This design comes from an exercise in tuning for small area on the open sky130 flow, not from production work. Function was checked by simulation only, so behaviour that the tests miss may differ from the original. No activity file was given, so power comes from the tool's default toggle rates. The flow treats the clock pin as an ideal source, which a real chip does not have.

$ cat flow/flow/run.sh
#!/bin/bash
set -euo pipefail
export CTS_ARGS="-sink_clustering_enable -repair_clock_nets -sink_clustering_size 36 -sink_clustering_max_diameter 60 -buf_list sky130_fd_sc_hd__clkbuf_16 -dont_use_dummy_load"
export BUFFER_PORTS_ARGS="-buffer_cell sky130_fd_sc_hd__buf_1"
bash standard.sh finish > standard_flow.log 2>&1
$ cat flow/standard.sh
#!/bin/bash
# synth_recipe.tcl (not shown) runs the flow's synth.tcl, then flattens the netlist and writes it again
# the make line also repeats each setting of config.mk as NAME=value (left out here)
make -C /OpenROAD-flow-scripts/flow DESIGN_CONFIG=/design/flow/config.mk WORK_HOME=/design/flow/orfs CLKGATE_MAP_FILE= SYNTH_SCRIPT=/design/flow/synth_recipe.tcl "${@:-finish}"
$ cat flow/config.mk
export PLATFORM = sky130hd
export DESIGN_NAME = fsync
export DESIGN_NICKNAME = fsync
export VERILOG_FILES = /design/flow/design.v
export SDC_FILE = /design/flow/constraint.sdc
export NUM_CORES = 4
export LEC_CHECK = 0
export CAP_MARGIN = 20
export CORE_MARGIN = 2
export CORE_UTILIZATION = 60
export PLACE_DENSITY = 0.8
export SLEW_MARGIN = 20
$ cat flow/constraint.sdc
create_clock -name core_clock -period 10.0 [get_ports {clk}]
set_input_delay 2.0000 -clock core_clock [delete_from_list [all_inputs] [get_ports {clk}]]
set_output_delay 2.0000 -clock core_clock [all_outputs]
set_load 0.01 [all_outputs]
$ cat flow/design.v
module fsync_crc8_rom (
    input  wire [7:0] addr,
    output reg  [7:0] data
);
  integer k;
  always @(*) begin
    data = addr;
    for (k = 0; k < 8; k = k + 1)
      data = data[7] ? ((data << 1) ^ 8'hD5) : (data << 1);
  end
endmodule
module fsync (
    input  wire        clk,
    input  wire        rst,            
    input  wire        in_valid,
    input  wire [7:0]  in_data,
    output wire        in_ready,
    input  wire        fsm_reset,      
    input  wire        stat_clr,       
    output wire        ev_valid,
    input  wire        ev_ready,
    output wire [1:0]  ev_type,        
    output wire [1:0]  ev_version,
    output wire [7:0]  ev_direction,
    output wire [15:0] ev_code,
    output wire [15:0] ev_size,
    output wire [7:0]  ev_data,
    output wire        err_resource
);
  localparam integer RLB = 8;              
  localparam integer RL  = 1 << RLB;       
  localparam integer NR  = 256 / RL;       
  localparam [3:0] S_IDLE       = 4'd0,
                   S_SAW_DOLLAR = 4'd1,
                   S_DIRECTION  = 4'd2,
                   S_V1_LENGTH  = 4'd3,
                   S_V1_CODE    = 4'd4,
                   S_PAYLOAD    = 4'd5,
                   S_CKS        = 4'd6,
                   S_V2_FLAG    = 4'd7,
                   S_V2_CODE_LO = 4'd8,
                   S_V2_CODE_HI = 4'd9,
                   S_V2_LEN_LO  = 4'd10,
                   S_V2_LEN_HI  = 4'd11;
  localparam [1:0] O_IDLE = 2'd0,
                   O_HDR  = 2'd1,
                   O_PAY  = 2'd2,
                   O_REJ  = 2'd3;
  reg [3:0]     fstate;
  reg [1:0]     ostate;
  reg           v2;           
  reg           dir21;        
  reg           dir3e;        
  reg [15:0]    code;
  reg [8:0]     size;         
  reg [8:0]     cnt;          
  reg [7:0]     acc;          
  reg [RLB-1:0] phase;        
  reg           dfull;        
  reg           err_res;
  wire       accept = in_valid && in_ready && !fsm_reset;
  wire [7:0] b      = in_data;
  wire       first    = (fstate == S_V1_LENGTH) || (fstate == S_V2_FLAG);
  wire [7:0] acc_x    = (first ? 8'h00 : acc) ^ b;
  wire [7:0] acc_crc;
  fsync_crc8_rom u_crc (.addr(acc_x), .data(acc_crc));
  wire [7:0] acc_next = v2 ? acc_crc : acc_x;
  wire       is_dir   = (b == 8'h3C) || (b == 8'h3E) || (b == 8'h21);
  wire [8:0] cnt_inc   = cnt + 1'b1;
  wire       cnt_end   = &cnt;
  wire       slot_here = (phase == cnt[RLB-1:0]);
  wire       size_lo0  = (size[7:0] == 8'h00);
  wire [8:0] cnt_start = {~((fstate == S_V2_LEN_HI) ? b[0] : size[8]), ~size[7:0]};
  wire [7:0] ring_out [0:NR-1];
  wire       wr_pay   = accept && (fstate == S_PAYLOAD);
  genvar r;
  generate
    for (r = 0; r < NR; r = r + 1) begin : g_ring
      reg  [8*RL-1:0] slot;    
      wire            we = wr_pay && ((cnt[7:0] >> RLB) == r);
      always @(posedge clk)
        slot <= {slot[8*RL-9:0], we ? b : slot[8*RL-1:8*RL-8]};
      assign ring_out[r] = slot[8*RL-1:8*RL-8];
    end
  endgenerate
  always @(posedge clk) begin
    if (rst) phase <= {RLB{1'b0}};
    else     phase <= phase + 1'b1;
  end
  wire check   = accept && (fstate == S_CKS);
  wire match   = (acc_x == 8'h00);    
  wire good    = check && match;
  wire bad     = check && !match;
  wire ev_fire = ev_valid && ev_ready;
  wire rd_more = !cnt_end;
  wire load    = (ostate == O_HDR || ostate == O_PAY) && rd_more && slot_here &&
                 (!dfull || (ostate == O_PAY && ev_fire));
  always @(posedge clk) begin
    if (rst) begin
      fstate  <= S_IDLE;
      ostate  <= O_IDLE;
      dfull   <= 1'b0;
      err_res <= 1'b0;
    end else begin
      case (ostate)
        O_IDLE:
          if (good) begin
            ostate <= O_HDR;
            cnt    <= cnt_start;
          end else if (bad)
            ostate <= O_REJ;
        O_HDR:
          if (ev_fire) ostate <= rd_more ? O_PAY : O_IDLE;
        O_PAY:
          if (ev_fire && !rd_more) ostate <= O_IDLE;
        O_REJ:
          if (ev_fire) ostate <= O_IDLE;
      endcase
      if (load) begin
        acc   <= ring_out[cnt[7:0] >> RLB];
        cnt   <= cnt_inc;
        dfull <= 1'b1;
      end else if (ostate == O_PAY && ev_fire)
        dfull <= 1'b0;
      if (stat_clr)
        err_res <= 1'b0;
      if (fsm_reset) begin
        fstate <= S_IDLE;
      end else if (accept) begin
        acc <= acc_next;
        case (fstate)
          S_IDLE:
            if (b == 8'h24) fstate <= S_SAW_DOLLAR;
          S_SAW_DOLLAR:
            if (b == 8'h4D) begin
              v2     <= 1'b0;
              fstate <= S_DIRECTION;
            end else if (b == 8'h58) begin
              v2     <= 1'b1;
              fstate <= S_DIRECTION;
            end else
              fstate <= S_IDLE;
          S_DIRECTION:
            if (is_dir) begin
              dir21  <= (b == 8'h21);
              dir3e  <= (b == 8'h3E);
              fstate <= v2 ? S_V2_FLAG : S_V1_LENGTH;
            end else
              fstate <= S_IDLE;
          S_V1_LENGTH: begin
            size   <= {1'b0, b};
            fstate <= S_V1_CODE;
          end
          S_V1_CODE: begin
            code   <= {8'h00, b};
            cnt    <= cnt_start;
            fstate <= size_lo0 ? S_CKS : S_PAYLOAD;
          end
          S_PAYLOAD: begin
            cnt <= cnt_inc;
            if (&cnt_inc) fstate <= S_CKS;
          end
          S_CKS:
            fstate <= S_IDLE;
          S_V2_FLAG:
            fstate <= S_V2_CODE_LO;
          S_V2_CODE_LO: begin
            code[7:0] <= b;
            fstate    <= S_V2_CODE_HI;
          end
          S_V2_CODE_HI: begin
            code[15:8] <= b;
            fstate     <= S_V2_LEN_LO;
          end
          S_V2_LEN_LO: begin
            size   <= {1'b0, b};
            fstate <= S_V2_LEN_HI;
          end
          S_V2_LEN_HI: begin
            cnt <= cnt_start;
            if (b == 8'h00)
              fstate <= size_lo0 ? S_CKS : S_PAYLOAD;
            else if (b == 8'h01 && size_lo0) begin
              size[8] <= 1'b1;
              fstate  <= S_PAYLOAD;
            end else begin
              err_res <= 1'b1;
              fstate  <= S_IDLE;
            end
          end
          default:
            fstate <= S_IDLE;
        endcase
      end
    end
  end
  assign in_ready     = (ostate == O_IDLE) && (fstate != S_PAYLOAD || slot_here);
  assign ev_valid     = (ostate == O_HDR) || (ostate == O_REJ) || (ostate == O_PAY && dfull);
  assign ev_type      = {ostate == O_REJ, ostate == O_PAY};
  assign ev_version   = {v2, !v2};
  assign ev_direction = {2'b00, 1'b1, {3{!dir21}}, dir3e, dir21};
  assign ev_code      = code;
  assign ev_size      = {7'd0, size};
  assign ev_data      = acc;
  assign err_resource = err_res;
endmodule
==> notes.md, run 1 <==
CTS tree=built; Clk network pwr share=0.301; Setup crit start=cnt[0]; part of the power in registers=0.682; Slew Viols, Final=0; MaxCap Viol Count=0; Via-to-Cell Ratio=4.49; Sw Ratio=0.195; syn_area_per_cell=18.2 sq um; setup TNS=0 ns; Hold-fix buffers, CTS=0; Max stage delay on crit path=0.55 ns; P_sw=2.42 mW; Worst Path Required=8.00 ns; Final Hold Fails=0; Post-synth EDFFs=45; xor/xnor share of the synthesized area=0.00937; Cell Int Power=9.98 mW; skew final=0.0715 ns; vias in the first global route=17553; DR vias=16056; CTS sink count=2109; post-CTS setup buffer count=0; root buffer cell=clkbuf_16; Max Root-Sink Buffers=3; largest family of logic cells by synthesized area=simple AND/OR/NAND/NOR gates; Logic pwr share=0.017; clock latency on the worst-skew pair=0.62 ns; worst hold margin=0.280 ns; Placed Cells=3492; # resized after CTS=0; first-pass GRT wire length=103000 um; Post-Synth Simple-Gate Area=0.0222; mux cell area share after synthesis=0.00515; critical path launch point type=flip-flop; Initial Utilization=0.608; commonest non-fill, non-tap cell in the layout=dfxtp_1; most frequent cells in the layout=dfxtp_1, clkbuf_16, buf_1; die area=77900 sq um; I/O Buffers=58; Final period util=0.443; detailed placement HPWL=31400 um; IO Count=69; Overflow after GRT=0; Synthesis Warnings=2; DIE HEIGHT=279 um; synthesis-to-finish area growth=7.18%; Detailed Route WL=63500 um; WL/cell=17.8 um; Worst-Margin Slew=1.03 ns; Synth cell types=74; Arr. time, crit path=2.43 ns; r2r setup slk=6.43 ns; Post-Synth Adder-Cell Area=0.00248; clk slew on worst S/H paths=0.12 ns; GRT Util Overall=0.169; leakage=19.1 nW; final instance area=48700 sq um; Compound-Gate Fraction of Synth Area=0.0142; Pwr Density=255 nW/um^2; layout net count=2628; sequential share of the synthesized area=0.939; number of detailed-route iterations in the first pass=5; H-tree depth=3; Finished Layout Cells=3572; gp weighted congestion=0.772; hold path startpoint=g_ring[0].slot[1906]; outcome=no timing/DRC/antenna violations; Synth Flop Type=dfxtp_1; worst reg2reg startpoint=cnt[0]; cells along the critical path=xnor2_1 -> nand4_2 -> o21ai_4 -> and2_1 -> buf_1; core area=74700 sq um; ys async rst share=0; DP Worst Slack=5.04 ns; register bit total from synthesis=2109; CP max stage cell=edfxtp_1; Synth Instances=2493; min Tclk post-route=4.43 ns; share of cells above drive strength 1=0.0449; total power=12.4 mW; Final setup viols=0; f_max=0.226 GHz; Critical Path Sink Type=output port; largest net degree at the start of global routing=37; final cell utilization of the core=0.652; Num CTS Buffers=80; Routed Antenna Nets=0; initial drt markers=894; HP Class=flip-flop to flip-flop; unrepaired setup endpoints after global routing=no; drt drc=0; n_diodes=0; post-place instance area=46700 sq um; Slew headroom=0.311; synthesized area=45400 sq um; initial antenna violation count=0; number of core rows=100; peak supply drop=0.179 mV; Die X=279 um; CP max FO=8; final worst slack=5.57 ns; Setup CP Type=flip-flop to output port
synth_stat cells, types with 4 or more instances:
library cell | count | area share
nor2_1 | 34 | 0.0028
nand4b_1 | 7 | 0.0013
nand4_1 | 5 | 0.00069
clkbuf_1 | 11 | 0.00091
edfxtp_1 | 45 | 0.030
o31ai_1 | 4 | 0.00066
inv_1 | 15 | 0.0012
nand2b_1 | 17 | 0.0023
a31oi_1 | 5 | 0.00069
o221ai_1 | 6 | 0.0012
xnor3_1 | 5 | 0.0025
nor2b_1 | 4 | 0.00055
xor2_1 | 9 | 0.0017
buf_4 | 17 | 0.0028
a211oi_1 | 5 | 0.00083
buf_2 | 11 | 0.0012
nor4_1 | 9 | 0.0012
ha_1 | 9 | 0.0025
dfxtp_1 | 2064 | 0.91
xnor2_1 | 24 | 0.0046
nand3_1 | 13 | 0.0014
a21oi_1 | 17 | 0.0019
nand2_1 | 32 | 0.0026
o211ai_2 | 4 | 0.0011
nand3b_1 | 4 | 0.00066
o21ai_0 | 12 | 0.0013
mux2_2 | 11 | 0.0027
nor3_1 | 4 | 0.00044
mux2i_1 | 11 | 0.0024
and3_1 | 15 | 0.0021
cell families after synthesis:
group,Yosys count
compound gates,85
xor+xnor,39
fa+ha+maj,9
buf+inv,57
flops,2109
mux,22
other cells,2
simple gates,170
worst max-delay path, delay by kind of cell (launching register included):
kind / cells / cell delay, ns
AO/OA/AOI/OAI: 1 / 0.41
XOR/XNOR: 1 / 0.23
buffers and inverters: 1 / 0.15
flip-flops: 1 / 0.55
AND/OR/NAND/NOR: 2 / 0.49
per-layer routing:
metal | track usage | up-vias | wire length, um
li1 | - | 8031 | -
met1 | 0.238 | 7678 | 30300
met2 | 0.274 | 246 | 29700
met3 | 0.0261 | 101 | 2220
met4 | 0.0462 | 0 | 1280
met5 | 0 | - | 0
flip-flops by register name, summed over array words and instances (netlist names):
signal       count
phase            8
dir3e            1
ostate           2
code            16
dir21            1
v2               1
g_ring.slot   2048
fstate           4
dfull            1
size             9
err_res          1
cnt              9
acc              8
final timing paths:
kind | end | cells after the start
hold / removal | g_ring[0].slot[1914] | 0
setup reg to reg | size[5] | 6
setup / recovery | in_ready | 5
hold reg to reg | g_ring[0].slot[1914] | 0
cell type report:
type	count	area, sq um
flip-flops and latches	2109	42700
fillers	4611	26000
multi-input cells	335	2470
clock buffers	80	2000
well taps	969	1210
repair buffers	64	267
inverters	15	56.3
power groups by stage:
| stage | Combinational, mW | Clock, mW | Sequential (mW) |
|---|---|---|---|
| after CTS | 0.212 | 3.81 | 8.46 |
| final | 0.209 | 3.74 | 8.46 |
| after global placement | 0.209 | 0 | 8.65 |
| after floorplan | 0.158 | 0 | 8.65 |
| after detailed placement | 0.210 | 0 | 8.65 |
| after global routing | 0.227 | 4.08 | 8.46 |
==> run 2: changes to the inputs <==
==> flow/flow/run.sh (replaced) <==
#!/bin/bash
set -euo pipefail
export CTS_ARGS="-sink_clustering_enable -repair_clock_nets -sink_clustering_size 32 -sink_clustering_max_diameter 100 -buf_list sky130_fd_sc_hd__clkbuf_16 -dont_use_dummy_load"
export BUFFER_PORTS_ARGS="-buffer_cell sky130_fd_sc_hd__buf_1"
bash standard.sh finish > standard_flow.log 2>&1
--- a/flow/config.mk
+++ b/flow/config.mk
@@ -7,6 +7,5 @@
 export LEC_CHECK = 0
 export CAP_MARGIN = 20
 export CORE_MARGIN = 2
-export CORE_UTILIZATION = 60
-export PLACE_DENSITY = 0.8
+export CORE_UTILIZATION = 40
 export SLEW_MARGIN = 20
==> notes.md, run 2 <==
Regs by FF count=g_ring.slot (2048), code (16); Yosys top cell area share=0.910 (unchanged); final instance area=49300 sq um (+1.2%); # resized after CTS=0 (unchanged); Via-to-Cell Ratio=3.87 (-14%); worst reg2reg startpoint=cnt[0]; Max Root-Sink Buffers=3 (unchanged); final cell utilization of the core=0.438 (-0.214); synthesized area=45400 sq um (unchanged); layout net count=2624 (-0.15%); cells along the critical path=xnor2_1 -> nand4_2 -> o21ai_4 -> and2_1 -> buf_1; FF+latch area=42700 sq um (unchanged); reg2reg path depth=10 (+4); max reg flops=2048 (unchanged); Setup CP Type=flip-flop to output port; Synthesis Warnings=2 (unchanged); part of the power in registers=0.689 (+0.007); Largest delay share family, worst path=simple AND/OR/NAND/NOR gates; HP Class=flip-flop to flip-flop; Synth area leaders=dfxtp_1, edfxtp_1, xnor2_1; CP bufs+invs=1 (unchanged); r2r setup slk=6.48 ns (+0.05 ns); Synth Instances=2493 (unchanged); syn_area_per_cell=18.2 sq um (unchanged); Critical Path End=in_ready; clock latency on the worst-skew pair=0.67 ns (+0.05 ns); CP max stage cell=edfxtp_1; Slew Viols, Final=0 (unchanged); P_sw=2.34 mW (-3.2%); most frequent cell after synthesis=dfxtp_1; leakage=19.1 nW (-0.17%); root buffer cell=clkbuf_16; Pwr Density=249 nW/um^2 (-2.1%); Overflow after GRT=0 (unchanged); skew final=0.116 ns (+0.0448 ns); Detailed Route WL=55100 um (-13%); Arr. time, crit path=2.53 ns (+0.10 ns); most flop-heavy register=g_ring.slot; Sw Ratio=0.191 (-0.00437); outcome=no timing/DRC/antenna violations; sequential share of the synthesized area=0.939 (unchanged); Cell Int Power=9.94 mW (-0.40%); Filler cells=9638 (+110%); n_diodes=0 (unchanged); IO Count=69 (unchanged); detailed placement HPWL=30000 um (-4.4%); number of detailed-route iterations in the first pass=5 (unchanged); Initial Utilization=0.404 (-0.204); WL/cell=13.4 um (-24%); share of cells above drive strength 1=0.0442 (-0.000700); Final Hold Fails=0 (unchanged); CP max FO=8 (unchanged); min Tclk post-route=4.53 ns (+0.102 ns); vias in the first global route=16165 (-7.9%); initial antenna violation count=0 (unchanged); most frequent cells in the layout=dfxtp_1, clkbuf_16, buf_1; Placed Cells=4021 (+15%); Critical Path Sink Type=output port; peak supply drop=0.173 mV (-3.4%); Post-synth EDFFs=45 (unchanged); DIE HEIGHT=341 um (+22%); Logic pwr share=0.017 (about the same); Finished Layout Cells=4099 (+15%); Worst Path Required=8.00 ns (about the same); post-place instance area=47300 sq um (+1.4%); Slew headroom=0.359 (+0.0479); Synth Flop Type=dfxtp_1; commonest non-fill, non-tap cell in the layout=dfxtp_1; core area=112000 sq um (+51%); H-tree depth=3 (unchanged); Max stage delay on crit path=0.54 ns (about the same); unrepaired setup endpoints after global routing=no; Num CTS Buffers=78 (-2.5%); DR vias=15865 (-1.2%); most frequent cells after synthesis=dfxtp_1, edfxtp_1, nor2_1; I/O Buffers=58 (unchanged); Final period util=0.453 (+0.0102); Routed Antenna Nets=0 (unchanged); clk slew on worst S/H paths=0.11 ns (about the same); number of core rows=123 (+23%); GRT Util Overall=0.0960 (-0.0726); CTS sink count=2109 (unchanged); first-pass GRT wire length=90200 um (-12%); post-synthesis cell type with the largest combined area=dfxtp_1; register bit total from synthesis=2109 (unchanged); Clk network pwr share=0.295 (-0.006); setup TNS=0 ns (unchanged); Die X=341 um (+22%); critical path depth=5 (unchanged); MaxCap Viol Count=0 (unchanged); die area=116000 sq um (+49%); ys async rst share=0 (unchanged); drt drc=0 (unchanged); Worst-Margin Slew=0.958 ns (-0.0680 ns); CTS tree=built; Final setup viols=0 (unchanged); Setup crit start=cnt[0]; total power=12.3 mW (-0.94%); gp weighted congestion=0.757 (-2.0%); synthesis-to-finish area growth=8.51%; critical path launch point type=flip-flop; Synth cell types=74 (unchanged); largest net degree at the start of global routing=33 (-11%); post-CTS setup buffer count=0 (unchanged); Hold-fix buffers, CTS=0 (unchanged); f_max=0.221 GHz (-2.2%); area of the multi-input gates=2480 sq um (+0.20%); RR Endpoint=fstate[3]; initial drt markers=790 (-12%)
## run 2: cell counts after synthesis
Identical to the previous run, type by type.
## run 2: final cells by class
type,instances,area share
flip-flops and latches,2109,0.866
repair buffers,62,0.00505
clock buffers,78,0.0396
well taps,1500,0.0381
multi-input cells,335,0.0503
inverters,15,0.00114
## run 2: cell families (layout without fill, tap and decap cells)
group | Yosys count | in the layout | synth area share
adder cells (fa/ha/maj) | 9 | 9 | 0.00248
flip-flops | 2109 | 2109 | 0.939
other | 2 | 10 | 0.000165
XOR/XNOR | 39 | 39 | 0.00937
AND/OR/NAND/NOR | 170 | 170 | 0.0222
multiplexers | 22 | 22 | 0.00515
buffers and inverters | 57 | 155 | 0.00691
AO/OA/AOI/OAI | 85 | 85 | 0.0142
## run 2: worst min path at each step
stage	startpoint	to	slack [ns]	cells after the start
CTS	g_ring[0].slot[827]	g_ring[0].slot[835]	0.27	0
detailed placement	g_ring[0].slot[1049]	g_ring[0].slot[1057]	0.31	0
finish	g_ring[0].slot[827]	g_ring[0].slot[835]	0.27	0
floorplan	g_ring[0].slot[992]	g_ring[0].slot[1000]	0.31	0
global route	g_ring[0].slot[827]	g_ring[0].slot[835]	0.26	0
global placement	g_ring[0].slot[2026]	g_ring[0].slot[2034]	0.31	0
## run 2: power groups by stage
stage	registers, mW	logic, mW	clock network [mW]
3_3_place_gp	8.65	0.210	0
6_report	8.46	0.205	3.62
2_1_floorplan	8.65	0.158	0
5_1_grt	8.47	0.226	4.07
4_1_cts	8.46	0.208	3.78
3_5_place_dp	8.65	0.208	0
## run 2: routing by layer
| metal | wire length [um] | vias up | global-route usage |
|---|---|---|---|
| met5 | 0 | - | 0 |
| met4 | 1650 | 0 | 0.0325 |
| met3 | 2080 | 94 | 0.0229 |
| met2 | 22700 | 171 | 0.139 |
| met1 | 28600 | 7584 | 0.140 |
| li1 | - | 8016 | - |
## run 2: metrics by stage
step / hold WS [ns] / setup WS [ns]
5_1_grt: 0.265 / 5.34
2_1_floorplan: 0.310 / 6.09
3_3_place_gp: 0.310 / 4.98
6_report: 0.265 / 5.47
3_5_place_dp: 0.312 / 4.91
4_1_cts: 0.271 / 5.40
==> run 3: changes to the inputs <==
--- a/flow/config.mk
+++ b/flow/config.mk
@@ -5,6 +5,7 @@
 export SDC_FILE = /design/flow/constraint.sdc
 export NUM_CORES = 4
 export LEC_CHECK = 0
+export ABC_AREA = 1
 export CAP_MARGIN = 20
 export CORE_MARGIN = 2
 export CORE_UTILIZATION = 40
==> notes.md, run 3 <==
root buffer cell=clkbuf_16; min Tclk post-route=4.41 ns (-0.128 ns); Slew headroom=0.336 (-0.0229); drt drc=0 (unchanged); most frequent cells in the layout=dfxtp_1, nand2_1, clkbuf_16; critical path launch point type=flip-flop; Worst Path Required=8.00 ns (about the same); Critical Path End=in_ready; Finished Layout Cells=4293 (+4.7%); r2r setup slk=6.32 ns (-0.16 ns); Via-to-Cell Ratio=3.79 (-2.0%); leakage=19.4 nW (+1.7%); Compound-Gate Fraction of Synth Area=0.00911 (-0.00513); register bit total from synthesis=2109 (unchanged); gp weighted congestion=0.834 (+10%); Synth Instances=2673 (+7.2%); first-pass GRT wire length=81500 um (-9.7%); Post-Synth Adder-Cell Area=0.00248 (about the same); Final period util=0.441 (-0.0128); Routed Antenna Nets=0 (unchanged); Yosys top cell area share=0.909 (about the same); Post-Synth Simple-Gate Area=0.0361 (+0.0139); layout net count=2818 (+7.4%); post-CTS setup buffer count=0 (unchanged); Synth Flop Type=dfxtp_1; clock latency on the worst-skew pair=0.65 ns (-0.02 ns); xor/xnor share of the synthesized area=0.00275 (-0.00661); sequential share of the synthesized area=0.939 (about the same); die area=116000 sq um (about the same); reg2reg path depth=13 (+3); total power=12.3 mW (+0.20%); Arr. time, crit path=2.41 ns (-0.12 ns); GRT Util Overall=0.0842 (-0.0117); number of detailed-route iterations in the first pass=7 (+2); # resized after CTS=0 (unchanged); Hold-fix buffers, CTS=0 (unchanged); Critical Path Sink Type=output port; Setup CP Type=flip-flop to output port; commonest non-fill, non-tap cell in the layout=dfxtp_1; mux cell area share after synthesis=0 (-0.00515); Synth area leaders=dfxtp_1, edfxtp_1, nand2_1; Pwr Density=249 nW/um^2 (about the same); clk slew on worst S/H paths=0.10 ns (about the same); DP Worst Slack=5.56 ns (+0.654 ns); I/O Buffers=58 (unchanged); CTS sink count=2109 (unchanged); most flop-heavy register=g_ring.slot; max reg flops=2048 (unchanged); Num CTS Buffers=77 (-1.3%); largest net degree at the start of global routing=33 (unchanged); f_max=0.227 GHz (+2.9%); Regs by FF count=g_ring.slot (2048), code (16); Die X=341 um (about the same); Initial Utilization=0.403 (about the same); Worst-Margin Slew=0.990 ns (+0.0323 ns); Final Hold Fails=0 (unchanged); initial drt markers=1037 (+31%); syn_area_per_cell=17.0 sq um (-6.7%); peak supply drop=0.124 mV (-28%); number of core rows=123 (unchanged); H-tree depth=3 (unchanged); Slew Viols, Final=0 (unchanged); final cell utilization of the core=0.438 (about the same); unrepaired setup endpoints after global routing=no; DR vias=16284 (+2.6%); synthesis-to-finish area growth=8.58% (about the same); post-place instance area=47400 sq um (+0.19%); post-synthesis cell type with the largest combined area=dfxtp_1; setup TNS=0 ns (unchanged); core area=113000 sq um (+0.14%); largest family of logic cells by synthesized area=simple AND/OR/NAND/NOR gates; Setup crit start=cnt[6]; Overflow after GRT=0 (unchanged); outcome=no timing/DRC/antenna violations; n_diodes=0 (unchanged); Synthesis Warnings=2 (unchanged); Final setup viols=0 (unchanged); Post-synth EDFFs=45 (unchanged); DIE HEIGHT=341 um (about the same); most frequent cells after synthesis=dfxtp_1, nand2_1, inv_1; Synth cell types=40 (-46%); vias in the first global route=15520 (-4.0%); final worst slack=5.59 ns (+0.128 ns); Max Root-Sink Buffers=3 (unchanged); worst hold margin=0.283 ns (+0.0180 ns); detailed placement HPWL=24500 um (-18%); final instance area=49300 sq um (+0.13%); IO Count=69 (unchanged); RR Endpoint=acc[4]; HP Class=flip-flop to flip-flop; share of cells above drive strength 1=0.0451 (+0.000865); most frequent cell after synthesis=dfxtp_1; Detailed Route WL=48300 um (-12%); CTS tree=built; Placed Cells=4216 (+4.8%); WL/cell=11.3 um (-16%); synthesized area=45400 sq um (about the same); worst reg2reg startpoint=cnt[0]; skew final=0.0473 ns (-0.0690 ns); initial antenna violation count=0 (unchanged); MaxCap Viol Count=0 (unchanged); ys async rst share=0 (unchanged); CP max FO=4 (-4)
## run 3: kinds of logic (layout without fill, tap and decap cells)
| kind of cell | Yosys count | after routing |
|---|---|---|
| xor+xnor | 10 | 10 |
| other cells | 2 | 10 |
| flops | 2109 | 2109 |
| buf+inv | 109 | 221 |
| fa+ha+maj | 9 | 9 |
| simple gates | 363 | 363 |
| compound gates | 71 | 71 |
## run 3: how the worst min path moves through the flow
stage                             start                   end  cells past startpoint
floorplan           g_ring[0].slot[992]  g_ring[0].slot[1000]                      0
global placement    g_ring[0].slot[624]   g_ring[0].slot[632]                      0
detailed placement   g_ring[0].slot[98]   g_ring[0].slot[106]                      0
CTS                 g_ring[0].slot[818]   g_ring[0].slot[826]                      0
global route        g_ring[0].slot[978]   g_ring[0].slot[986]                      0
finish              g_ring[0].slot[858]   g_ring[0].slot[866]                      0
## run 3: area by class of cell
type,count,area [sq um]
Fill cell,9841,63300
Multi-Input combinational cell,463,2330
Sequential cell,2109,42700
Timing Repair Buffer,58,218
Inverter,86,323
Tap cell,1500,1880
Clock buffer,77,1930
## run 3: layer usage
| metal | wire (um) | share of wire | track usage | up-vias |
|---|---|---|---|---|
| met5 | 0 | 0 | 0 | - |
| met4 | 1640 | 0.034 | 0.0310 | 0 |
| met3 | 2410 | 0.050 | 0.0214 | 101 |
| met2 | 16500 | 0.34 | 0.105 | 275 |
| met1 | 27800 | 0.57 | 0.136 | 7478 |
| li1 | - | - | - | 8430 |
## run 3: where the power goes
group,internal (mW),switching (mW)
combinational,0.0787,0.169
clock,1.40,2.21
sequential,8.44,0.0152
## run 3: worst max-delay path: stages, from the launching register on
cell and delay (ns):
edfxtp_1 0.47, inv_2 0.09, nand2_1 0.06, nand4_1 0.11, nor4_1 0.56, or2_1 0.25
nand2_1 0.06, inv_1 0.05, buf_1 0.14
==> run 4: changes to the inputs <==
--- a/flow/config.mk
+++ b/flow/config.mk
@@ -8,5 +8,5 @@
 export ABC_AREA = 1
 export CAP_MARGIN = 20
 export CORE_MARGIN = 2
-export CORE_UTILIZATION = 40
+export CORE_UTILIZATION = 50
 export SLEW_MARGIN = 20
==> notes.md, run 4 <==
outcome=no timing/DRC/antenna violations; most frequent cell after synthesis=dfxtp_1; hold path startpoint=g_ring[0].slot[274]; register bit total from synthesis=2109 (unchanged); DR vias=16413 (+0.79%); Final period util=0.453 (+0.0124); leakage=19.5 nW (about the same); most frequent cells in the layout=dfxtp_1, nand2_1, clkbuf_16; Critical Path Sink Type=output port; hold depth=0 (unchanged); Slew Viols, Final=0 (unchanged); Hold EP=g_ring[0].slot[282]; initial antenna violation count=0 (unchanged); critical path launch point type=flip-flop; Hold-fix buffers, CTS=0 (unchanged); die area=93300 sq um (-20%); DP Worst Slack=5.48 ns (-0.0778 ns); gp weighted congestion=0.761 (-8.8%); Largest delay share family, worst path=simple AND/OR/NAND/NOR gates; root buffer cell=clkbuf_16; CP max stage cell=nor4_1; Synth cell types=40 (unchanged); commonest non-fill, non-tap cell in the layout=dfxtp_1; Pwr Density=251 nW/um^2 (+0.69%); skew final=0.0986 ns (+0.0513 ns); Final Hold Fails=0 (unchanged); final worst slack=5.47 ns (-0.124 ns); synthesized area=45400 sq um (unchanged); core area=90000 sq um (-20%); syn_area_per_cell=17.0 sq um (unchanged); n_diodes=0 (unchanged); vias in the first global route=16658 (+7.3%); area of the multi-input gates=2330 sq um (-0.21%); largest net degree at the start of global routing=33 (unchanged); FF+latch area=42700 sq um (unchanged); I/O Buffers=58 (unchanged); CP bufs+invs=3 (unchanged); Initial Utilization=0.505 (+0.101); detailed placement HPWL=32300 um (+32%); Synthesis Warnings=2 (unchanged); Worst Path Required=8.00 ns (about the same); # resized after CTS=0 (unchanged); initial drt markers=840 (-19%); first-pass GRT wire length=91100 um (+12%); ys async rst share=0 (unchanged); drt drc=0 (unchanged); layout net count=2821 (+0.11%); Via-to-Cell Ratio=4.13 (+8.9%); MaxCap Viol Count=0 (unchanged); Max Root-Sink Buffers=3 (unchanged); Max stage delay on crit path=0.68 ns (+0.12 ns); share of cells above drive strength 1=0.0458 (+0.000667); GRT Util Overall=0.121 (+0.0369); Worst-Margin Slew=0.964 ns (-0.0258 ns); most flop-heavy register=g_ring.slot; Die X=305 um (-10%); most frequent cells after synthesis=dfxtp_1, nand2_1, inv_1; CP max FO=4 (unchanged); Synth Flop Type=dfxtp_1; post-synthesis cell type with the largest combined area=dfxtp_1; min Tclk post-route=4.53 ns (+0.124 ns); H-tree depth=3 (unchanged); Regs by FF count=g_ring.slot (2048), code (16); number of core rows=110 (-11%); r2r setup slk=6.21 ns (-0.11 ns); RR Endpoint=cnt[3]; Setup CP Type=flip-flop to output port; Num CTS Buffers=77 (unchanged); synthesis-to-finish area growth=7.73%; Synth Instances=2673 (unchanged); sequential share of the synthesized area=0.939 (unchanged); CTS tree=built; unrepaired setup endpoints after global routing=no; Post-synth EDFFs=45 (unchanged); post-CTS setup buffer count=0 (unchanged); number of detailed-route iterations in the first pass=5 (-2); max reg flops=2048 (unchanged); peak supply drop=0.151 mV (+22%); DIE HEIGHT=305 um (-10%); cells along the critical path=inv_2 -> nand2_1 -> nand4_1 -> nor4_1 -> or2_1 -> nand2_1 -> inv_1 -> buf_1; clock latency on the worst-skew pair=0.64 ns (about the same); HP Class=flip-flop to flip-flop; clk slew on worst S/H paths=0.11 ns (about the same); setup TNS=0 ns (unchanged); WL/cell=14.1 um (+25%); most frequent cell on the critical path=nand2_1; Final setup viols=0 (unchanged); worst hold margin=0.276 ns (-0.00693 ns); Routed Antenna Nets=0 (unchanged); Arr. time, crit path=2.53 ns (+0.12 ns); f_max=0.221 GHz (-2.7%); Filler cells=7132 (-28%); Detailed Route WL=56000 um (+16%); worst reg2reg startpoint=cnt[6]; Synth area leaders=dfxtp_1, edfxtp_1, nand2_1; Overflow after GRT=0 (unchanged); Slew headroom=0.355 (+0.0189); IO Count=69 (unchanged); CTS sink count=2109 (unchanged); Yosys top cell area share=0.909 (unchanged); reg2reg path depth=12 (-1)
==> run 4: cell counts after synthesis <==
No cell type changed its count.
==> run 4: power by group <==
part / internal (mW) / switching [mW]
Combinational: 0.0792 / 0.180
Clock: 1.40 / 2.19
Sequential: 8.44 / 0.0162
==> run 4: layer usage <==
| layer | global-route usage | share of wire | wire length [um] |
|---|---|---|---|
| met1 | 0.183 | 0.53 | 30000 |
| met2 | 0.177 | 0.41 | 22700 |
| met3 | 0.0224 | 0.038 | 2100 |
| met4 | 0.0381 | 0.021 | 1200 |
| met5 | 0 | 0 | 0 |
==> run 4: kinds of logic (layout without fill, tap and decap cells) <==
group / count (synthesis) / in the layout / synth area share
other cells: 2 / 10 / 0.000165
xor+xnor: 10 / 10 / 0.00275
compound gates: 71 / 71 / 0.00911
fa+ha+maj: 9 / 9 / 0.00248
simple gates: 363 / 363 / 0.0361
flops: 2109 / 2109 / 0.939
buf+inv: 109 / 224 / 0.0105
==> run 4: metrics by stage <==
stage	total power, mW	utilization	instance area (sq um)	std cells
after global placement	8.92	0.523	47000	3895
final	12.3	0.544	49000	3972
after global routing	12.8	0.544	49000	3972
after CTS	12.5	0.544	49000	3972
after detailed placement	8.91	0.523	47000	3895
after floorplan	8.83	-	45500	2681
==> run 4: final cells by class <==
| type | count | share of cell area |
|---|---|---|
| Clock buffer | 77 | 0.0394 |
| Inverter | 86 | 0.00659 |
| Multi-Input combinational cell | 463 | 0.0476 |
| Sequential cell | 2109 | 0.872 |
| Tap cell | 1176 | 0.0301 |
| Timing Repair Buffer | 61 | 0.00491 |
==> run 4: how the worst max path moves through the flow <==
stage	startpoint	to	slack, ns	cells after the start
2_1_floorplan	in_valid	code[0]	6.35	6
3_3_place_gp	in_data[2]	cnt[0]	5.53	11
3_5_place_dp	in_data[2]	cnt[3]	5.48	11
4_1_cts	cnt[6]	in_ready	5.33	8
5_1_grt	cnt[0]	in_ready	5.22	8
6_report	cnt[6]	in_ready	5.47	8
==> run 4: worst reg2reg max path, delay by kind of cell (launching register included) <==
kind	cells	cell delay, ns
buffers and inverters	1	0.09
DFF	1	0.48
and+or+nand+nor	11	2.92
==> run 5: changes to the inputs <==
==> flow/flow/run.sh (replaced) <==
#!/bin/bash
set -euo pipefail
cd "$(dirname "$0")/.."
export CTS_ARGS="-sink_clustering_enable -repair_clock_nets -sink_clustering_size 36 -sink_clustering_max_diameter 80 -buf_list sky130_fd_sc_hd__clkbuf_16 -dont_use_dummy_load"
export BUFFER_PORTS_ARGS="-buffer_cell sky130_fd_sc_hd__buf_1"
R=orfs/results/${FLOW_PLATFORM:-sky130hd}/fsync/base
bash standard.sh synth > standard_synth.log 2>&1
cp "$R/1_2_yosys.v" standard_1_2_yosys.v
YOSYS=$(command -v yosys || echo "$FLOW_HOME/../tools/install/yosys/bin/yosys")
REMAP_LIB="$FLOW_HOME/platforms/${FLOW_PLATFORM:-sky130hd}/lib/sky130_fd_sc_hd__tt_025C_1v80.lib" \
REMAP_IN=standard_1_2_yosys.v REMAP_OUT=remapped.v REMAP_TOP="${FLOW_TOP:-fsync}" \
  "$YOSYS" -c flow/remap.tcl > yosys_remap.log 2>&1
cp remapped.v "$R/1_2_yosys.v"
touch "$R/1_2_yosys.v"
bash standard.sh finish > standard_finish.log 2>&1
==> flow/flow/remap.tcl (new file) <==
# Re-map the combinational logic of the standard synthesis netlist for area.
# Flip-flop cells are black boxes, so every register keeps the instance name
# and cell type the standard synthesis gave it; only the gates between the
# registers are re-mapped (ABC's default area-oriented mapping, without the
# speed script's buffering and up-sizing). Don't-use cells stay unused.
set lib $::env(REMAP_LIB)
yosys read_liberty -ignore_miss_func $lib
yosys blackbox sky130_fd_sc_hd__*df* sky130_fd_sc_hd__*dl*
yosys read_verilog $::env(REMAP_IN)
yosys hierarchy -top $::env(REMAP_TOP)
yosys flatten
yosys techmap
yosys opt -purge
set du {}
foreach c {sky130_fd_sc_hd__lpflow_bleeder_1 sky130_fd_sc_hd__lpflow_clkbufkapwr_1 sky130_fd_sc_hd__lpflow_clkbufkapwr_16 sky130_fd_sc_hd__lpflow_clkbufkapwr_2 sky130_fd_sc_hd__lpflow_clkbufkapwr_4 sky130_fd_sc_hd__lpflow_clkbufkapwr_8 sky130_fd_sc_hd__lpflow_clkinvkapwr_1 sky130_fd_sc_hd__lpflow_clkinvkapwr_16 sky130_fd_sc_hd__lpflow_clkinvkapwr_2 sky130_fd_sc_hd__lpflow_clkinvkapwr_4 sky130_fd_sc_hd__lpflow_clkinvkapwr_8 sky130_fd_sc_hd__lpflow_decapkapwr_12 sky130_fd_sc_hd__lpflow_decapkapwr_3 sky130_fd_sc_hd__lpflow_decapkapwr_4 sky130_fd_sc_hd__lpflow_decapkapwr_6 sky130_fd_sc_hd__lpflow_decapkapwr_8 sky130_fd_sc_hd__lpflow_inputiso0n_1 sky130_fd_sc_hd__lpflow_inputiso0p_1 sky130_fd_sc_hd__lpflow_inputiso1n_1 sky130_fd_sc_hd__lpflow_inputiso1p_1 sky130_fd_sc_hd__lpflow_inputisolatch_1 sky130_fd_sc_hd__lpflow_isobufsrc_1 sky130_fd_sc_hd__lpflow_isobufsrc_16 sky130_fd_sc_hd__lpflow_isobufsrc_2 sky130_fd_sc_hd__lpflow_isobufsrc_4 sky130_fd_sc_hd__lpflow_isobufsrc_8 sky130_fd_sc_hd__lpflow_isobufsrckapwr_16 sky130_fd_sc_hd__lpflow_lsbuf_lh_hl_isowell_tap_1 sky130_fd_sc_hd__lpflow_lsbuf_lh_hl_isowell_tap_2 sky130_fd_sc_hd__lpflow_lsbuf_lh_hl_isowell_tap_4 sky130_fd_sc_hd__lpflow_lsbuf_lh_isowell_4 sky130_fd_sc_hd__lpflow_lsbuf_lh_isowell_tap_1 sky130_fd_sc_hd__lpflow_lsbuf_lh_isowell_tap_2 sky130_fd_sc_hd__lpflow_lsbuf_lh_isowell_tap_4 sky130_fd_sc_hd__probe_p_8 sky130_fd_sc_hd__probec_p_8 } { lappend du -dont_use $c }
yosys abc -liberty $lib {*}$du
yosys setundef -zero
yosys hilomap -singleton -hicell sky130_fd_sc_hd__conb_1 HI -locell sky130_fd_sc_hd__conb_1 LO
yosys rename -hide w:*
yosys opt_clean -purge
yosys splitnets
yosys insbuf -buf sky130_fd_sc_hd__buf_1 A X
yosys opt_clean -purge
yosys rename -enumerate
yosys stat -liberty $lib
yosys write_verilog -noattr -noexpr -nohex -nodec $::env(REMAP_OUT)
--- a/flow/config.mk
+++ b/flow/config.mk
@@ -5,8 +5,8 @@
 export SDC_FILE = /design/flow/constraint.sdc
 export NUM_CORES = 4
 export LEC_CHECK = 0
-export ABC_AREA = 1
 export CAP_MARGIN = 20
 export CORE_MARGIN = 2
-export CORE_UTILIZATION = 50
+export CORE_UTILIZATION = 55
+export PLACE_DENSITY = 0.75
 export SLEW_MARGIN = 20
==> notes.md, run 5 <==
outcome=no timing/DRC/antenna violations; Final setup viols=0 (unchanged); Logic pwr share=0.007 (-0.014); Pwr Density=251 nW/um^2 (-0.23%); Synthesis Warnings=2 (unchanged); initial antenna violation count=1 (+1); GRT Util Overall=0.135 (+0.0142); H-tree depth=3 (unchanged); DR vias=15560 (-5.2%); worst hold margin=0.220 ns (-0.0563 ns); gp weighted congestion=0.793 (+4.2%); Slew headroom=0.449 (+0.0943); share of cells above drive strength 1=0.0298 (-0.0160); synthesized area=44600 sq um (-1.8%); drt drc=0 (unchanged); post-place instance area=46200 sq um (-1.8%); Die X=289 um (-5.4%); commonest non-fill, non-tap cell in the layout=dfxtp_1; largest net degree at the start of global routing=37 (+12%); first-pass GRT wire length=89300 um (-2.1%); WL/cell=15.3 um (+8.6%); core area=80400 sq um (-11%); HP Class=flip-flop to flip-flop; leakage=18.7 nW (-3.8%); skew final=0.103 ns (+0.00448 ns); final instance area=48000 sq um (-2.0%); part of the power in registers=0.702 (+0.015); P_sw=2.26 mW (-5.3%); peak supply drop=0.154 mV (+2.5%); # resized after CTS=0 (unchanged); Worst Path Required=8.00 ns (about the same); most flop-heavy register=g_ring.slot; critical path launch point type=flip-flop; Num CTS Buffers=71 (-7.8%); detailed placement HPWL=28200 um (-13%); Detailed Route WL=55300 um (-1.3%); initial drt markers=808 (-3.8%); layout net count=2568 (-9.0%); Sw Ratio=0.188 (-0.00609); min Tclk post-route=4.58 ns (+0.0495 ns); CP max FO=15 (+11); number of core rows=104 (-5.5%); total power=12.0 mW (-2.2%); synthesis-to-finish area growth=7.51%; Synth Instances=2420 (-9.5%); Cell Int Power=9.76 mW (-1.5%); setup TNS=0 ns (unchanged); IO Count=69 (unchanged); Final period util=0.458 (+0.00495); Final Hold Fails=0 (unchanged); n_diodes=0 (unchanged); f_max=0.218 GHz (-1.1%); number of detailed-route iterations in the first pass=5 (unchanged); CTS tree=built; Max Root-Sink Buffers=3 (unchanged); Initial Utilization=0.555 (+0.0501); clock latency on the worst-skew pair=0.64 ns (about the same); Worst-Margin Slew=0.825 ns (-0.140 ns); MaxCap Viol Count=0 (unchanged); Regs by FF count=g_ring.slot (2048), code (16); most frequent cells in the layout=dfxtp_1, clkbuf_16, buf_1; die area=83400 sq um (-11%); syn_area_per_cell=18.4 sq um (+8.5%); Setup CP Type=flip-flop to output port; Critical Path Sink Type=output port; CTS sink count=2109 (unchanged); root buffer cell=clkbuf_16; Slew Viols, Final=0 (unchanged); I/O Buffers=58 (unchanged); max reg flops=2048 (unchanged); Clk network pwr share=0.291 (about the same); DIE HEIGHT=289 um (-5.4%); unrepaired setup endpoints after global routing=no; Hold-fix buffers, CTS=0 (unchanged); clk slew on worst S/H paths=0.12 ns (about the same); final cell utilization of the core=0.597 (+0.0527); vias in the first global route=15944 (-4.3%); Arr. time, crit path=2.58 ns (+0.05 ns); Overflow after GRT=0 (unchanged); Via-to-Cell Ratio=4.31 (+4.3%); post-CTS setup buffer count=0 (unchanged); Routed Antenna Nets=0 (unchanged)
==> run 5: power by group through the flow <==
| stage | logic (mW) | registers (mW) | clock network (mW) |
|---|---|---|---|
| final | 0.0876 | 8.44 | 3.50 |
| after global routing | 0.0964 | 8.45 | 3.86 |
| after global placement | 0.0879 | 8.63 | 0 |
| after CTS | 0.0886 | 8.44 | 3.60 |
| after floorplan | 0.0602 | 8.63 | 0 |
| after detailed placement | 0.0880 | 8.63 | 0 |
==> run 5: cell type report <==
class	instances	area (sq um)
timing repair buffer	63	255
tap	1060	1330
fill	5629	32400
clock buffer	71	1780
inverter	9	33.8
multi-input combinational	300	1920
sequential	2109	42700
==> run 5: metrics by stage <==
stage               instances  setup slack, ns
detailed placement       3541             5.14
floorplan                2428             5.67
finish                   3612             5.42
global placement         3541             5.11
CTS                      3612             5.45
global route             3612             5.31
==> run 5: worst paths after layout <==
| kind | startpoint | endpoint | slack, ns | depth (start not counted) |
|---|---|---|---|---|
| min | g_ring[0].slot[1886] | g_ring[0].slot[1894] | 0.22 | 0 |
| max reg2reg | fstate[0] | acc[3] | 6.59 | 7 |
| min reg2reg | g_ring[0].slot[1886] | g_ring[0].slot[1894] | 0.22 | 0 |
| max | fstate[0] | in_ready | 5.42 | 4 |
==> run 5: critical path, stage by stage (launching register included) <==
cell,delay [ns]
dfxtp_1,0.68
nor2b_1,0.74
nand2_1,0.22
o21a_1,0.25
buf_1,0.13
==> run 5: per-layer routing <==
layer  global-route usage  share of wire  wire length, um  vias to the layer above
met4               0.0443          0.024             1340                        0
li1                     -              -                -                     7853
met3               0.0220          0.039             2170                      100
met2                0.206           0.43            23800                      228
met1                0.200           0.51            27900                     7379
met5                    0              0                0                        -
==> run 6: changes to the inputs <==
--- a/flow/flow/run.sh
+++ b/flow/flow/run.sh
@@ -1,7 +1,7 @@
 #!/bin/bash
 set -euo pipefail
 cd "$(dirname "$0")/.."
-export CTS_ARGS="-sink_clustering_enable -repair_clock_nets -sink_clustering_size 36 -sink_clustering_max_diameter 80 -buf_list sky130_fd_sc_hd__clkbuf_16 -dont_use_dummy_load"
+export CTS_ARGS="-sink_clustering_enable -repair_clock_nets -sink_clustering_size 34 -sink_clustering_max_diameter 80 -buf_list sky130_fd_sc_hd__clkbuf_16 -dont_use_dummy_load"
 export BUFFER_PORTS_ARGS="-buffer_cell sky130_fd_sc_hd__buf_1"
 R=orfs/results/${FLOW_PLATFORM:-sky130hd}/fsync/base
 bash standard.sh synth > standard_synth.log 2>&1
--- a/flow/config.mk
+++ b/flow/config.mk
@@ -7,6 +7,5 @@
 export LEC_CHECK = 0
 export CAP_MARGIN = 20
 export CORE_MARGIN = 2
-export CORE_UTILIZATION = 55
-export PLACE_DENSITY = 0.75
+export CORE_UTILIZATION = 40
 export SLEW_MARGIN = 20
==> notes.md, run 6 <==
syn_area_per_cell=18.4 sq um (unchanged); n_diodes=0 (unchanged); synthesized area=44600 sq um (unchanged); critical path launch point type=flip-flop; Hold-fix buffers, CTS=0 (unchanged); H-tree depth=3 (unchanged); CTS tree=built; Final setup viols=0 (unchanged); Finished Layout Cells=4043 (+12%); number of core rows=122 (+17%); Overflow after GRT=0 (unchanged); Slew headroom=0.387 (-0.0622); outcome=no timing/DRC/antenna violations; Die X=338 um (+17%); Filler cells=9445 (+68%); cells along the critical path=nor2b_1 -> nand2_1 -> o21a_1 -> buf_1; share of cells above drive strength 1=0.0313 (+0.00153); Worst Path Required=8.00 ns (about the same); routing usage on met1=0.138 (-0.0620); detailed placement HPWL=29200 um (+3.6%); HP Class=flip-flop to flip-flop; root buffer cell=clkbuf_16; CTS sink count=2109 (unchanged); final cell utilization of the core=0.440 (-0.157); # resized after CTS=0 (unchanged); Via-to-Cell Ratio=3.84 (-11%); Max Root-Sink Buffers=3 (unchanged); synthesis-to-finish area growth=8.99%; f_max=0.213 GHz (-2.3%); core area=111000 sq um (+38%); setup TNS=0 ns (unchanged); die area=114000 sq um (+37%); GR Layer Usage met2=0.135 (-0.0712); initial drt markers=725 (-10%); Setup CP Type=flip-flop to output port; DP Worst Slack=4.91 ns (-0.232 ns); Regs by FF count=g_ring.slot (2048), code (16); CP max FO=15 (unchanged); largest net degree at the start of global routing=35 (-5.4%); Synthesis Warnings=2 (unchanged); Arr. time, crit path=2.69 ns (+0.11 ns); layout net count=2571 (+0.12%); CP max stage cell=nor2b_1; Critical Path Sink Type=output port; CP bufs+invs=1 (unchanged); r2r setup slk=6.45 ns (-0.14 ns); MaxCap Viol Count=0 (unchanged); commonest non-fill, non-tap cell in the layout=dfxtp_1; Worst-Margin Slew=0.914 ns (+0.0893 ns); Slew Viols, Final=0 (unchanged); Num CTS Buffers=76 (+7.0%); most frequent cells in the layout=dfxtp_1, clkbuf_16, buf_1; clk slew on worst S/H paths=0.11 ns (about the same); post-CTS setup buffer count=0 (unchanged); clock latency on the worst-skew pair=0.64 ns (about the same); Placed Cells=3967 (+12%); peak supply drop=0.129 mV (-17%); unrepaired setup endpoints after global routing=no; Initial Utilization=0.403 (-0.152); Detailed Route WL=53500 um (-3.2%); Pwr Density=249 nW/um^2 (-0.63%); initial antenna violation count=0 (-1); drt drc=0 (unchanged); Routed Antenna Nets=0 (unchanged); skew final=0.0790 ns (-0.0241 ns); final worst slack=5.31 ns (-0.108 ns); Final period util=0.469 (+0.0108); max reg flops=2048 (unchanged); vias in the first global route=15745 (-1.2%); gp weighted congestion=0.738 (-6.9%); min Tclk post-route=4.69 ns (+0.108 ns); gr busiest metal=met1; most flop-heavy register=g_ring.slot; Final Hold Fails=0 (unchanged); number of detailed-route iterations in the first pass=4 (-1); IO Count=69 (unchanged); first-pass GRT wire length=87300 um (-2.2%); Largest delay share family, worst path=simple AND/OR/NAND/NOR gates; I/O Buffers=58 (unchanged); DIE HEIGHT=338 um (+17%); Max stage delay on crit path=0.74 ns (about the same); DR vias=15515 (-0.29%); GR Util met3=0.0211 (-0.000917); Synth Instances=2420 (unchanged); leakage=18.8 nW (+0.28%); worst hold margin=0.268 ns (+0.0474 ns); GRT Util Overall=0.0951 (-0.0403); WL/cell=13.2 um (-14%)
[run 6: through the flow]
| stage | area [sq um] | total power [mW] |
|---|---|---|
| 2_1_floorplan | 44700 | 8.69 |
| 3_3_place_gp | 46700 | 8.72 |
| 3_5_place_dp | 46700 | 8.72 |
| 4_1_cts | 48600 | 12.3 |
| 5_1_grt | 48600 | 12.6 |
| 6_report | 48600 | 12.1 |
[run 6: worst reg2reg max path, delay by kind of cell (launching register included)]
family           cells  cell delay (ns)
AO/OA/AOI/OAI        2             0.40
XOR/XNOR             3             1.35
flip-flops           1             0.73
AND/OR/NAND/NOR      2             0.84
[run 6: cell type report]
| type | count | area [sq um] | share of cell area |
|---|---|---|---|
| Clock buffer | 76 | 1900 | 0.0391 |
| Inverter | 9 | 33.8 | 0.000694 |
| Multi-Input combinational cell | 300 | 1940 | 0.0398 |
| Sequential cell | 2109 | 42700 | 0.877 |
| Tap cell | 1488 | 1860 | 0.0383 |
| Timing Repair Buffer | 61 | 240 | 0.00494 |
[run 6: power breakdown]
part	internal [mW]	total, mW	switching (mW)
combinational	0.0353	0.0897	0.0544
clock	1.38	3.59	2.20
sequential	8.43	8.44	0.00892
total	9.85	12.1	2.27
[run 6: layer usage]
layer,vias up,wire [um],share of wire
met5,-,0,0
met4,0,2120,0.040
met3,105,2250,0.042
met2,187,21600,0.40
met1,7371,27500,0.51
li1,7852,-,-
[run 6: final timing paths]
path / endpoint / startpoint / cells past startpoint
setup / recovery: in_ready / fstate[0] / 4
hold / removal: g_ring[0].slot[2031] / g_ring[0].slot[2023] / 0
setup reg to reg: acc[5] / fstate[0] / 7
hold reg to reg: g_ring[0].slot[2031] / g_ring[0].slot[2023] / 0
==> run 7: changes to the inputs <==
--- a/flow/flow/run.sh
+++ b/flow/flow/run.sh
@@ -1,7 +1,7 @@
 #!/bin/bash
 set -euo pipefail
 cd "$(dirname "$0")/.."
-export CTS_ARGS="-sink_clustering_enable -repair_clock_nets -sink_clustering_size 34 -sink_clustering_max_diameter 80 -buf_list sky130_fd_sc_hd__clkbuf_16 -dont_use_dummy_load"
+export CTS_ARGS="-sink_clustering_enable -repair_clock_nets -sink_clustering_size 36 -sink_clustering_max_diameter 60 -buf_list sky130_fd_sc_hd__clkbuf_16 -dont_use_dummy_load"
 export BUFFER_PORTS_ARGS="-buffer_cell sky130_fd_sc_hd__buf_1"
 R=orfs/results/${FLOW_PLATFORM:-sky130hd}/fsync/base
 bash standard.sh synth > standard_synth.log 2>&1
==> notes.md, run 7 <==
outcome=no timing/DRC/antenna violations; GRT Util Overall=0.0959 (+0.000713); critical path launch point type=flip-flop; f_max=0.212 GHz (-0.52%); commonest non-fill, non-tap cell in the layout=dfxtp_1; Worst-Margin Slew=0.895 ns (-0.0187 ns); WL/cell=13.2 um (about the same); setup TNS=0 ns (unchanged); skew final=0.0818 ns (+0.00279 ns); Hold-fix buffers, CTS=0 (unchanged); clock latency on the worst-skew pair=0.66 ns (+0.02 ns); number of detailed-route iterations in the first pass=4 (unchanged); IO Count=69 (unchanged); unrepaired setup endpoints after global routing=no; Arr. time, crit path=2.71 ns (+0.02 ns); syn_area_per_cell=18.4 sq um (unchanged); clk slew on worst S/H paths=0.12 ns (about the same); n_diodes=0 (unchanged); Pwr Density=254 nW/um^2 (+2.1%); most frequent cells in the layout=dfxtp_1, clkbuf_16, buf_1; vias in the first global route=16067 (+2.0%); Max stage delay on crit path=0.75 ns (about the same); Slew Viols, Final=0 (unchanged); HP Class=flip-flop to flip-flop; synthesis-to-finish area growth=10.1%; Detailed Route WL=53800 um (+0.51%); # resized after CTS=0 (unchanged); CTS sink count=2109 (unchanged); largest net degree at the start of global routing=37 (+5.7%); Initial Utilization=0.403 (unchanged); min Tclk post-route=4.71 ns (+0.0246 ns); MaxCap Viol Count=0 (unchanged); H-tree depth=3 (unchanged); Die X=338 um (unchanged); gp weighted congestion=0.738 (unchanged); Slew headroom=0.395 (+0.00781); synthesized area=44600 sq um (unchanged); CP max FO=15 (unchanged); leakage=19.0 nW (+1.2%); share of cells above drive strength 1=0.0385 (+0.00715); first-pass GRT wire length=88000 um (+0.84%); CP max stage cell=nor2b_1; die area=114000 sq um (unchanged); CTS tree=built; Synth Instances=2420 (unchanged); final cell utilization of the core=0.444 (+0.00430); Num CTS Buffers=95 (+25%); Synthesis Warnings=2 (unchanged); I/O Buffers=58 (unchanged); Overflow after GRT=0 (unchanged); initial antenna violation count=0 (unchanged); DIE HEIGHT=338 um (unchanged); Final period util=0.471 (+0.00246); number of core rows=122 (unchanged); Critical Path Sink Type=output port; Setup CP Type=flip-flop to output port; Final setup viols=0 (unchanged); Regs by FF count=g_ring.slot (2048), code (16); cells along the critical path=nor2b_1 -> nand2_1 -> o21a_1 -> buf_1; DR vias=15603 (+0.57%); most flop-heavy register=g_ring.slot; Routed Antenna Nets=0 (unchanged); peak supply drop=0.148 mV (+15%); root buffer cell=clkbuf_16; Final Hold Fails=0 (unchanged); Worst Path Required=8.00 ns (about the same); Max Root-Sink Buffers=3 (unchanged); Via-to-Cell Ratio=3.84 (about the same); max reg flops=2048 (unchanged); layout net count=2590 (+0.74%); initial drt markers=747 (+3.0%); post-CTS setup buffer count=0 (unchanged); drt drc=0 (unchanged); detailed placement HPWL=29200 um (unchanged); core area=111000 sq um (unchanged)
[run 7: critical path: cells and delay by family (launching register included)]
family | cells | cell delay (ns)
simple gates | 2 | 1.01
flops | 1 | 0.72
compound gates | 1 | 0.26
buf+inv | 1 | 0.13
[run 7: per-stage QoR]
step / cells / cell area (sq um) / hold WS [ns] / worst slack (ns) / power (mW)
global route: 4062 / 49100 / 0.269 / 5.10 / 12.9
global placement: 3967 / 46700 / 0.311 / 4.91 / 8.72
floorplan: 2428 / 44700 / 0.310 / 5.67 / 8.69
detailed placement: 3967 / 46700 / 0.312 / 4.91 / 8.72
finish: 4062 / 49100 / 0.271 / 5.29 / 12.5
CTS: 4062 / 49100 / 0.274 / 5.28 / 12.6
[run 7: final timing paths]
| path | cells past startpoint | startpoint | end | slack (ns) |
|---|---|---|---|---|
| worst max-delay path | 4 | fstate[0] | in_ready | 5.29 |
| worst max register to register | 7 | fstate[0] | acc[6] | 6.48 |
| worst min-delay path | 0 | g_ring[0].slot[925] | g_ring[0].slot[933] | 0.27 |
| worst min register to register | 0 | g_ring[0].slot[925] | g_ring[0].slot[933] | 0.27 |
[run 7: metal layers]
layer / vias up / GRT usage / part of all wire
met2: 197 / 0.136 / 0.40
met5: - / 0 / 0
met1: 7392 / 0.137 / 0.51
met3: 119 / 0.0212 / 0.044
li1: 7895 / - / -
met4: 0 / 0.0496 / 0.045
[run 7: area by class of cell]
type                    instances  area (sq um)
clock buffers                  95          2380
fillers                      9407         61500
inverters                       9          33.8
multi-input cells             300          1940
flip-flops and latches       2109         42700
well taps                    1488          1860
repair buffers                 61           240
[run 7: power by group]
part / switching (mW) / internal, mW
combinational: 0.0544 / 0.0353
sequential: 0.00881 / 8.43
clock: 2.26 / 1.70
==> run 8: changes to the inputs <==
--- a/flow/flow/run.sh
+++ b/flow/flow/run.sh
@@ -1,7 +1,7 @@
 #!/bin/bash
 set -euo pipefail
 cd "$(dirname "$0")/.."
-export CTS_ARGS="-sink_clustering_enable -repair_clock_nets -sink_clustering_size 36 -sink_clustering_max_diameter 60 -buf_list sky130_fd_sc_hd__clkbuf_16 -dont_use_dummy_load"
+export CTS_ARGS="-sink_clustering_enable -repair_clock_nets -sink_clustering_size 32 -sink_clustering_max_diameter 100 -buf_list sky130_fd_sc_hd__clkbuf_16 -dont_use_dummy_load"
 export BUFFER_PORTS_ARGS="-buffer_cell sky130_fd_sc_hd__buf_1"
 R=orfs/results/${FLOW_PLATFORM:-sky130hd}/fsync/base
 bash standard.sh synth > standard_synth.log 2>&1
==> notes.md, run 8 <==
cells along the critical path=nor2b_1 -> nand2_1 -> o21a_1 -> buf_1; clk slew on worst S/H paths=0.10 ns (-0.02 ns); final instance area=48700 sq um (-0.92%); number of detailed-route iterations in the first pass=5 (+1); unrepaired setup endpoints after global routing=no; n_diodes=0 (unchanged); min Tclk post-route=4.72 ns (+0.00680 ns); leakage=18.8 nW (-1.2%); CP max stage cell=nor2b_1; Arr. time, crit path=2.72 ns (about the same); CTS tree=built; share of cells above drive strength 1=0.0317 (-0.00677); Synth Instances=2420 (unchanged); # resized after CTS=0 (unchanged); H-tree depth=3 (unchanged); Final period util=0.472 (+0.000680); DR vias=15460 (-0.92%); most flop-heavy register=g_ring.slot; clock latency on the worst-skew pair=0.64 ns (-0.02 ns); Regs by FF count=g_ring.slot (2048), code (16); Via-to-Cell Ratio=3.82 (-0.48%); DIE HEIGHT=338 um (unchanged); max reg flops=2048 (unchanged); Die X=338 um (unchanged); initial antenna violation count=0 (unchanged); Hold-fix buffers, CTS=0 (unchanged); outcome=no timing/DRC/antenna violations; Max stage delay on crit path=0.74 ns (about the same); Final Hold Fails=0 (unchanged); Overflow after GRT=0 (unchanged); first-pass GRT wire length=87300 um (-0.78%); drt drc=0 (unchanged); detailed placement HPWL=29200 um (unchanged); Routed Antenna Nets=0 (unchanged); CP bufs+invs=1 (unchanged); worst hold margin=0.305 ns (+0.0345 ns); IO Count=69 (unchanged); Slew headroom=0.388 (-0.00682); Detailed Route WL=53600 um (-0.43%); post-place instance area=46700 sq um (unchanged); Initial Utilization=0.403 (unchanged); initial drt markers=746 (-0.13%); skew final=0.0448 ns (-0.0370 ns); MaxCap Viol Count=0 (unchanged); WL/cell=13.2 um (about the same); Setup CP Type=flip-flop to output port; f_max=0.212 GHz (-0.14%); HP Class=flip-flop to flip-flop; Critical Path Sink Type=output port; CP max FO=15 (unchanged); commonest non-fill, non-tap cell in the layout=dfxtp_1; Worst-Margin Slew=0.912 ns (+0.0172 ns); CTS sink count=2109 (unchanged); layout net count=2572 (-0.69%); Pwr Density=249 nW/um^2 (-1.9%); final cell utilization of the core=0.440 (-0.00407); die area=114000 sq um (unchanged); GRT Util Overall=0.0953 (-0.000519); synthesis-to-finish area growth=9.04%; post-CTS setup buffer count=0 (unchanged); syn_area_per_cell=18.4 sq um (unchanged); peak supply drop=0.127 mV (-14%); Max Root-Sink Buffers=3 (unchanged); most frequent cells in the layout=dfxtp_1, clkbuf_16, buf_1; total power=12.1 mW (-2.8%); critical path launch point type=flip-flop; largest net degree at the start of global routing=33 (-11%); vias in the first global route=15725 (-2.1%); Final setup viols=0 (unchanged); synthesized area=44600 sq um (unchanged); setup TNS=0 ns (unchanged); I/O Buffers=58 (unchanged); gp weighted congestion=0.738 (unchanged); Largest delay share family, worst path=simple AND/OR/NAND/NOR gates; Num CTS Buffers=77 (-19%); root buffer cell=clkbuf_16; Filler cells=9439 (+0.34%); Slew Viols, Final=0 (unchanged); Synthesis Warnings=2 (unchanged); core area=111000 sq um (unchanged); Worst Path Required=8.00 ns (about the same); number of core rows=122 (unchanged)
run 8: changes by cell type in the layout (fill, tap and decap cells not counted), sizes merged:
cell | previous run | this run
clkbuf | 95 | 77
run 8: power breakdown:
| group | internal (mW) | switching, mW |
|---|---|---|
| Clock | 1.40 | 2.21 |
| Combinational | 0.0353 | 0.0544 |
| Sequential | 8.43 | 0.00883 |
| Total | 9.86 | 2.27 |
run 8: per-layer routing:
metal  vias up  global-route usage  wire length, um
li1       7858                   -                -
met1      7319               0.137            27700
met2       189               0.135            21500
met3        94              0.0208             2240
met4         0              0.0475             2150
met5         -                   0                0
run 8: path summary, 6_finish.rpt:
kind	cells past startpoint	slack [ns]	from	end
worst max-delay path	4	5.28	fstate[0]	in_ready
worst min-delay path	0	0.31	g_ring[0].slot[5]	g_ring[0].slot[13]
worst min register to register	0	0.31	g_ring[0].slot[5]	g_ring[0].slot[13]
worst max register to register	7	6.50	fstate[0]	acc[5]
run 8: cell type report:
cell class / instances / area [sq um] / share of cell area
timing repair buffer: 61 / 240 / 0.00494
tap: 1488 / 1860 / 0.0383
multi-input combinational: 300 / 1940 / 0.0398
inverter: 9 / 33.8 / 0.000694
clock buffer: 77 / 1930 / 0.0396
sequential: 2109 / 42700 / 0.877
run 8: per-stage QoR:
stage	std cells	setup WS, ns
after floorplan	2428	5.67
after global placement	3967	4.91
after detailed placement	3967	4.91
after CTS	4044	5.26
after global routing	4044	5.08
final	4044	5.28

==> static timing again, ports no longer ideal <==
In the flow no input, the clock included, has a driving cell. The finished layouts below were timed again as built, in two steps.
Step 1: set_driving_cell puts a clkbuf_16 on clk and a buf_2 on each other input, an assumption about the parent block.
Step 2 moves the port delays by t, midway between the first and last clock arrival at a register: inputs arrive t later, outputs are due t later. That takes back most of the time a late clock gives input paths.
Three values: no drivers, after step 1, after step 2; two values: the first two.
run	t, ns	setup slack, ns	worst slew at a driven data input, ns
run 1	0.673	5.567 / 5.503 / 5.083	0.04
run 2	0.678	5.465 / 5.399 / 4.997	0.06
run 3	0.680	5.593 / 5.534 / 5.615	0.04
run 4	0.659	5.469 / 5.410 / 5.480	0.05
run 5	0.657	5.420 / 5.354 / 5.121	0.04
run 6	0.677	5.312 / 5.247 / 4.898	0.07
run 7	0.693	5.287 / 5.223 / 4.891	0.07
run 8	0.684	5.280 / 5.218 / 4.921	0.07
After both steps setup and hold are still met in every run listed. The setup slack of run 1, which loses most, moves by -0.064 ns with the drivers and by -0.484 ns with both steps.
